This is an optimization exercise on Yosys and OpenROAD, whose aim is a short achievable clock period and few clock cycles, not a production implementation. Where RTL was checked, it was by simulation tests only, not by an equivalence proof against the original. Power figures rest on the tool's default switching activity, not on a simulated workload.

Setup of nickel:
## csc16
module csc16 (
    input  wire        clk,
    input  wire        rst,
    input  wire        cmd_valid,
    output wire        cmd_ready,
    input  wire [39:0] cmd_word,
    output wire        rsp_valid,
    output wire [2:0]  rsp_status,
    output wire [31:0] rsp_res,
    output reg         str_valid,
    output reg  [7:0]  str_data,
    output wire        tx_valid,
    output wire [7:0]  tx_data,
    input  wire        tx_ok,
    input  wire        tx_fail,
    output wire        rx_req,
    input  wire        rx_valid,
    input  wire [7:0]  rx_data,
    input  wire        rx_timeout,
    input  wire        rx_err
);
export LEC_CHECK = 0
export ABC_CLOCK_PERIOD_IN_PS = 1500
export CAP_MARGIN = 20
export CORE_MARGIN = 2
export CORE_UTILIZATION = 40
export SETUP_SLACK_MARGIN = 2.0
export SLEW_MARGIN = 20
export TNS_END_PERCENT = 100
create_clock -name core_clock -period 4.0 [get_ports {clk}]
run.sh (not shown) runs the stock make flow with config.mk's settings and CLKGATE_MAP_FILE= SYNTH_SCRIPT=/design/flow/synth_recipe.tcl, a recipe that flattens the netlist after the stock synthesis.
The inputs of quartz differ from those of nickel as listed below.
# nickel
export LEC_CHECK = 0
export ABC_CLOCK_PERIOD_IN_PS = 1500
export CAP_MARGIN = 20
export CORE_MARGIN = 2
export CORE_UTILIZATION = 40
export SETUP_SLACK_MARGIN = 2.0
export SLEW_MARGIN = 20
export TNS_END_PERCENT = 100
create_clock -name core_clock -period 4.0 [get_ports {clk}]
# quartz
export LEC_CHECK = 0
export CAP_MARGIN = 20
export CORE_MARGIN = 2
export CORE_UTILIZATION = 40
export SLEW_MARGIN = 20
create_clock -name core_clock -period 4.0 [get_ports {clk}]
Notes after the runs:
- The final layouts of nickel and quartz pass the timing, DRC and antenna checks.
- quartz ends up with lower worst slack at placement than nickel does.
- Power consumed by the clock network (quartz over nickel): decrease, about 10%
- Final hold slack, nickel and quartz: larger value in nickel
- Compared with nickel, in quartz power down about 9%; number of antenna-violating nets in the routed design flat; arrival time of data at the critical path endpoint down 0.09 ns; non-clock buffer count down 35%.
Function was not checked in any run of this note: the RTL went through the layout flow alone.

========
csc16, a different RTL version from the one above (not shown whole).
Size: ~110 I/O pins, roughly 0.0084 sq mm of cells after synthesis.
==> flow/config.mk <==
export PLATFORM = sky130hd
export DESIGN_NAME = csc16
export DESIGN_NICKNAME = csc16
export VERILOG_FILES = /design/flow/design.v
export SDC_FILE = /design/flow/constraint.sdc
export NUM_CORES = 4
export LEC_CHECK = 0
export ABC_CLOCK_PERIOD_IN_PS = 1500
export CAP_MARGIN = 20
export CORE_MARGIN = 2
export CORE_UTILIZATION = 35
export SETUP_SLACK_MARGIN = 3.0
export SLEW_MARGIN = 20
export SYNTH_HIERARCHICAL = 1
export SYNTH_MINIMUM_KEEP_SIZE = 0
export TNS_END_PERCENT = 100
==> flow/constraint.sdc <==
create_clock -name core_clock -period 4.0 [get_ports {clk}]
set_input_delay 0.8000 -clock core_clock [delete_from_list [all_inputs] [get_ports {clk}]]
set_output_delay 0.8000 -clock core_clock [all_outputs]
set_load 0.01 [all_outputs]
Testbench counts at the start, summed over its fixed seeds: cycles 19,498.
Change:
CORE_UTILIZATION = 40   (was 35)
SETUP_SLACK_MARGIN = 4.0   (was 3.0)
Power goes down by 1.6%.
Worst setup slack gets better by 0.053 ns.
Fmax rose by 2.4%.
Synthesized cell count is unchanged.
Change:
SETUP_SLACK_MARGIN = 5.0   (was 4.0)
=> Worst hold slack is unchanged. Sequential cell count is unchanged. Worst setup slack stays the same. Critical path depth is unchanged. Via count stays the same. Design area stays the same.
Change:
SETUP_SLACK_MARGIN = 3.0   (was 5.0)
Outcome: Total power barely changes. First-iteration DRC count rose slightly. Worst setup slack is better by 0.0096 ns. Cell count fell slightly. Wire length fell slightly. Die area is unchanged. Sequential cell count does not change. Clock-buffer cell count does not change. Design area fell slightly.

========
the reference run:
The RTL this note starts from:
==> flow/design.v <==
module csc16 (
    input  wire        clk,
    input  wire        rst,
    input  wire        cmd_valid,
    output wire        cmd_ready,
    input  wire [39:0] cmd_word,
    output wire        rsp_valid,
    output wire [2:0]  rsp_status,
    output wire [31:0] rsp_res,
    output reg         str_valid,
    output reg  [7:0]  str_data,
    output wire        tx_valid,
    output wire [7:0]  tx_data,
    input  wire        tx_ok,
    input  wire        tx_fail,
    output wire        rx_req,
    input  wire        rx_valid,
    input  wire [7:0]  rx_data,
    input  wire        rx_timeout,
    input  wire        rx_err
);
    localparam [2:0] ST_OK       = 3'd0;
    localparam [2:0] ST_SHORT    = 3'd1;
    localparam [2:0] ST_MISMATCH = 3'd2;
    localparam [2:0] ST_TRANSP   = 3'd3;
    localparam [2:0] ST_ILLEGAL  = 3'd4;
    function [15:0] crc_step;
        input [15:0] s;
        input [7:0]  b;
        integer i;
        reg [15:0] t;
        begin
            t = s ^ {b, 8'h00};
            for (i = 0; i < 8; i = i + 1)
                if (t[15]) t = (t << 1) ^ 16'h1021;
                else       t = t << 1;
            crc_step = t;
        end
    endfunction
    reg [15:0] crc;
    reg        ir;       
    reg        rr;       
    reg        txm;      
    reg        rxm;      
    reg        last;     
    reg        tl;       
    reg        dl;       
    reg        feed;     
    reg        decm;     
    reg        strm;     
    reg        ckm;      
    reg        s8;       
    reg        s16;      
    reg        hm;       
    reg        clrp;     
    reg        updp;     
    reg [2:0]  st;
    reg [31:0] R;        
    reg [31:0] sh;       
    reg [5:0]  cnt;      
    wire tdone = tl & tx_ok;
    wire ddone = dl & rx_valid;
    assign rsp_valid  = rr | tdone | ddone;
    assign cmd_ready  = ir | tdone | ddone;
    assign rsp_status = st;
    assign rsp_res    = {R[31:8] | {24{s8 & rx_data[7]}}, rxm ? rx_data : R[7:0]};
    assign tx_valid   = txm;
    assign rx_req     = rxm;
    assign tx_data    = sh[31:24];
    wire       take  = cmd_valid & cmd_ready;
    wire [7:0] op    = cmd_word[39:32];
    wire [31:0] imm  = cmd_word[31:0];
    wire [15:0] crc_a  = crc_step(crc, 8'h00);
    wire [15:0] crc_rx = crc_a ^ crc_step(16'h0000, rx_data);
    wire [15:0] crc_tx = crc_a ^ crc_step(16'h0000, sh[31:24]);
    wire        fd_rx  = rxm & feed & rx_valid;
    wire        fd_tx  = (txm & feed & tx_ok) | updp;
    wire [15:0] crc_nx = clrp ? 16'h0000 : fd_rx ? crc_rx : fd_tx ? crc_tx : crc;
    wire [31:0] sh_ld = op[5]           ? {crc_nx, 16'd0}    :
                        (op[4] & op[1]) ? imm                :
                        (op[4] & op[0]) ? {imm[15:0], 16'd0} :
                                          {imm[7:0], 24'd0};
    always @(posedge clk) begin
        if (rst)
            crc <= 16'h0000;
        else
            crc <= crc_nx;
    end
    always @(posedge clk) begin
        str_valid <= 1'b0;
        str_data  <= rx_data;
        rr   <= 1'b0;
        clrp <= 1'b0;
        updp <= 1'b0;
        if (rst) begin
            ir  <= 1'b1;
            txm <= 1'b0;
            rxm <= 1'b0;
            tl  <= 1'b0;
            dl  <= 1'b0;
            s8  <= 1'b0;
        end else begin
            if (txm) begin
                if (tx_fail) begin
                    txm <= 1'b0;
                    tl  <= 1'b0;
                    ir  <= 1'b1;
                    rr  <= 1'b1;
                    st  <= ST_TRANSP;
                    R   <= 32'd0;
                end else if (tx_ok) begin
                    sh   <= {sh[23:0], 8'd0};
                    cnt  <= cnt - 6'd1;
                    last <= (cnt == 6'd2);
                    tl   <= (cnt == 6'd2);
                    if (last) begin
                        txm <= 1'b0;
                        ir  <= 1'b1;
                    end
                end
            end
            if (rxm) begin
                if (rx_timeout | rx_err) begin
                    rxm <= 1'b0;
                    dl  <= 1'b0;
                    s8  <= 1'b0;
                    ir  <= 1'b1;
                    rr  <= 1'b1;
                    st  <= rx_timeout ? ST_SHORT : ST_TRANSP;
                    R   <= 32'd0;
                end else if (rx_valid) begin
                    if (strm) begin
                        cnt <= cnt + 6'd1;
                        if (rx_data == 8'h00) begin
                            rxm <= 1'b0;
                            ir  <= 1'b1;
                            rr  <= 1'b1;
                            R   <= {26'd0, cnt};
                        end else begin
                            str_valid <= 1'b1;
                            if (cnt == 6'd47) begin
                                rxm <= 1'b0;
                                ir  <= 1'b1;
                                rr  <= 1'b1;
                                R   <= {26'd0, cnt + 6'd1};
                            end
                        end
                    end else if (ckm) begin
                        last <= 1'b1;
                        if (!last) begin
                            hm       <= (rx_data == crc[15:8]);
                            R[15:8]  <= rx_data;
                        end else begin
                            rxm <= 1'b0;
                            ir  <= 1'b1;
                            rr  <= 1'b1;
                            if (hm && rx_data == crc[7:0]) begin
                                R <= {16'd0, R[15:8], rx_data};
                            end else begin
                                R  <= 32'd0;
                                st <= ST_MISMATCH;
                            end
                        end
                    end else begin
                        cnt  <= cnt - 6'd1;
                        last <= (cnt == 6'd2);
                        dl   <= (cnt == 6'd2);
                        R    <= {s16 ? {16{rx_data[7]}} : R[23:8], rx_data, 8'd0};
                        if (last) begin
                            rxm <= 1'b0;
                            dl  <= 1'b0;
                            s8  <= 1'b0;
                            ir  <= 1'b1;
                        end
                    end
                end
            end
            if (take) begin
                st   <= ST_OK;
                R    <= 32'd0;
                txm  <= 1'b0;
                rxm  <= 1'b0;
                tl   <= 1'b0;
                dl   <= 1'b0;
                s8   <= 1'b0;
                s16  <= 1'b0;
                decm <= 1'b0;
                strm <= 1'b0;
                ckm  <= 1'b0;
                feed <= 1'b0;
                last <= 1'b0;
                ir   <= 1'b1;
                cnt  <= 6'd0;
                sh   <= sh_ld;
                case (op)
                    8'h00: begin
                        clrp <= 1'b1;
                        rr   <= 1'b1;
                    end
                    8'h01: begin
                        updp <= 1'b1;
                        rr   <= 1'b1;
                    end
                    8'h02: begin
                        R    <= {16'd0, crc_nx};
                        rr   <= 1'b1;
                    end
                    8'h10, 8'h11, 8'h12, 8'h14, 8'h15, 8'h16: begin
                        txm  <= 1'b1;
                        ir   <= 1'b0;
                        feed <= 1'b1;
                        case (op[1:0])
                            2'd0: begin
                                cnt  <= 6'd1;
                                last <= 1'b1;
                                tl   <= 1'b1;
                            end
                            2'd1: begin
                                cnt <= 6'd2;
                            end
                            default: begin
                                cnt <= 6'd4;
                            end
                        endcase
                    end
                    8'h30: begin
                        txm <= 1'b1;
                        ir  <= 1'b0;
                        cnt <= 6'd2;
                    end
                    8'h20, 8'h21, 8'h22, 8'h24, 8'h25, 8'h26: begin
                        rxm  <= 1'b1;
                        ir   <= 1'b0;
                        feed <= 1'b1;
                        decm <= 1'b1;
                        case (op[1:0])
                            2'd0: begin
                                cnt  <= 6'd1;
                                last <= 1'b1;
                                dl   <= 1'b1;
                                s8   <= op[2];
                            end
                            2'd1: begin
                                cnt <= 6'd2;
                                s16 <= op[2];
                            end
                            default: cnt <= 6'd4;
                        endcase
                    end
                    8'h28: begin
                        rxm  <= 1'b1;
                        ir   <= 1'b0;
                        feed <= 1'b1;
                        strm <= 1'b1;
                    end
                    8'h31: begin
                        rxm <= 1'b1;
                        ir  <= 1'b0;
                        ckm <= 1'b1;
                        cnt <= 6'd2;
                    end
                    default: begin
                        st <= ST_ILLEGAL;
                        rr <= 1'b1;
                    end
                endcase
            end
        end
    end
endmodule
make LEC_CHECK=0 ABC_CLOCK_PERIOD_IN_PS=50 CAP_MARGIN=20 CORE_MARGIN=2 CORE_UTILIZATION=40 SETUP_SLACK_MARGIN=5.0 SLEW_MARGIN=20 TNS_END_PERCENT=100 finish   # period 4.0 ns
#### Input delta (the trial run over the reference run)
--- a/flow/config.mk
+++ b/flow/config.mk
@@ -8 +8 @@
-export ABC_CLOCK_PERIOD_IN_PS = 50
+export ABC_CLOCK_PERIOD_IN_PS = 500
@@ -12 +12 @@
-export SETUP_SLACK_MARGIN = 5.0
+export SETUP_SLACK_MARGIN = 3.0
[summary]
Looking at timing startpoint of the critical path, the cmd_word[38] result is from the reference run; the tx_ok one comes from the trial run.
Number of detailed-routing iterations run before antenna repair: the trial run vs the reference run identical
Area added between synthesis and finish was lower in the run labelled the trial run.
Diff the trial run..the reference run | distinct cell type count of the synthesized netlist | unchanged
The worst hold slack of the trial run exceeds that of the reference run by 40 ps.
Setup slack: the reference run vs the trial run — no meaningful difference
No functional check of the RTL was part of any run of this note.

separate check: timing with driven ports:
The flow's constraints put no driver on any port. The routed layouts listed below were extracted and timed again, unchanged, in two steps. Step 1: set_driving_cell puts a clkbuf_16 on clk and a buf_2 on each other input, an assumption about the parent block. Step 2 also shifts input and output timing later by t, the mid clock arrival at the registers, as if the neighbouring blocks saw the same clock. a / b / c = ideal / step 1 / step 2; a / b = the first two.
run | t (ns) | setup slack, ns | worst data-port slew with drivers (ns)
nickel | 0.460 | 1.595 / 1.594 / 1.137 | 0.06
quartz | 0.463 | 0.664 / 0.636 / 0.535 | 0.04
the first run of note 2 | 0.469 | 1.726 / 1.682 / 1.331 | 0.06
the second run of note 2 | 0.469 | 1.779 / 1.732 / 1.330 | 0.07
the third run of note 2 | 0.469 | 1.779 / 1.732 / 1.330 | 0.07
the fourth run of note 2 | 0.467 | 1.789 / 1.744 / 1.354 | 0.06
the reference run | 0.476 | 1.611 / 1.571 / 1.137 | 0.09
the trial run | 0.470 | 1.610 / 1.583 / 1.134 | 0.08
After both steps every run listed still meets setup and hold. For the trial run, which loses most, drivers alone change the setup slack by -0.027 ns; drivers and shift together by -0.476 ns.
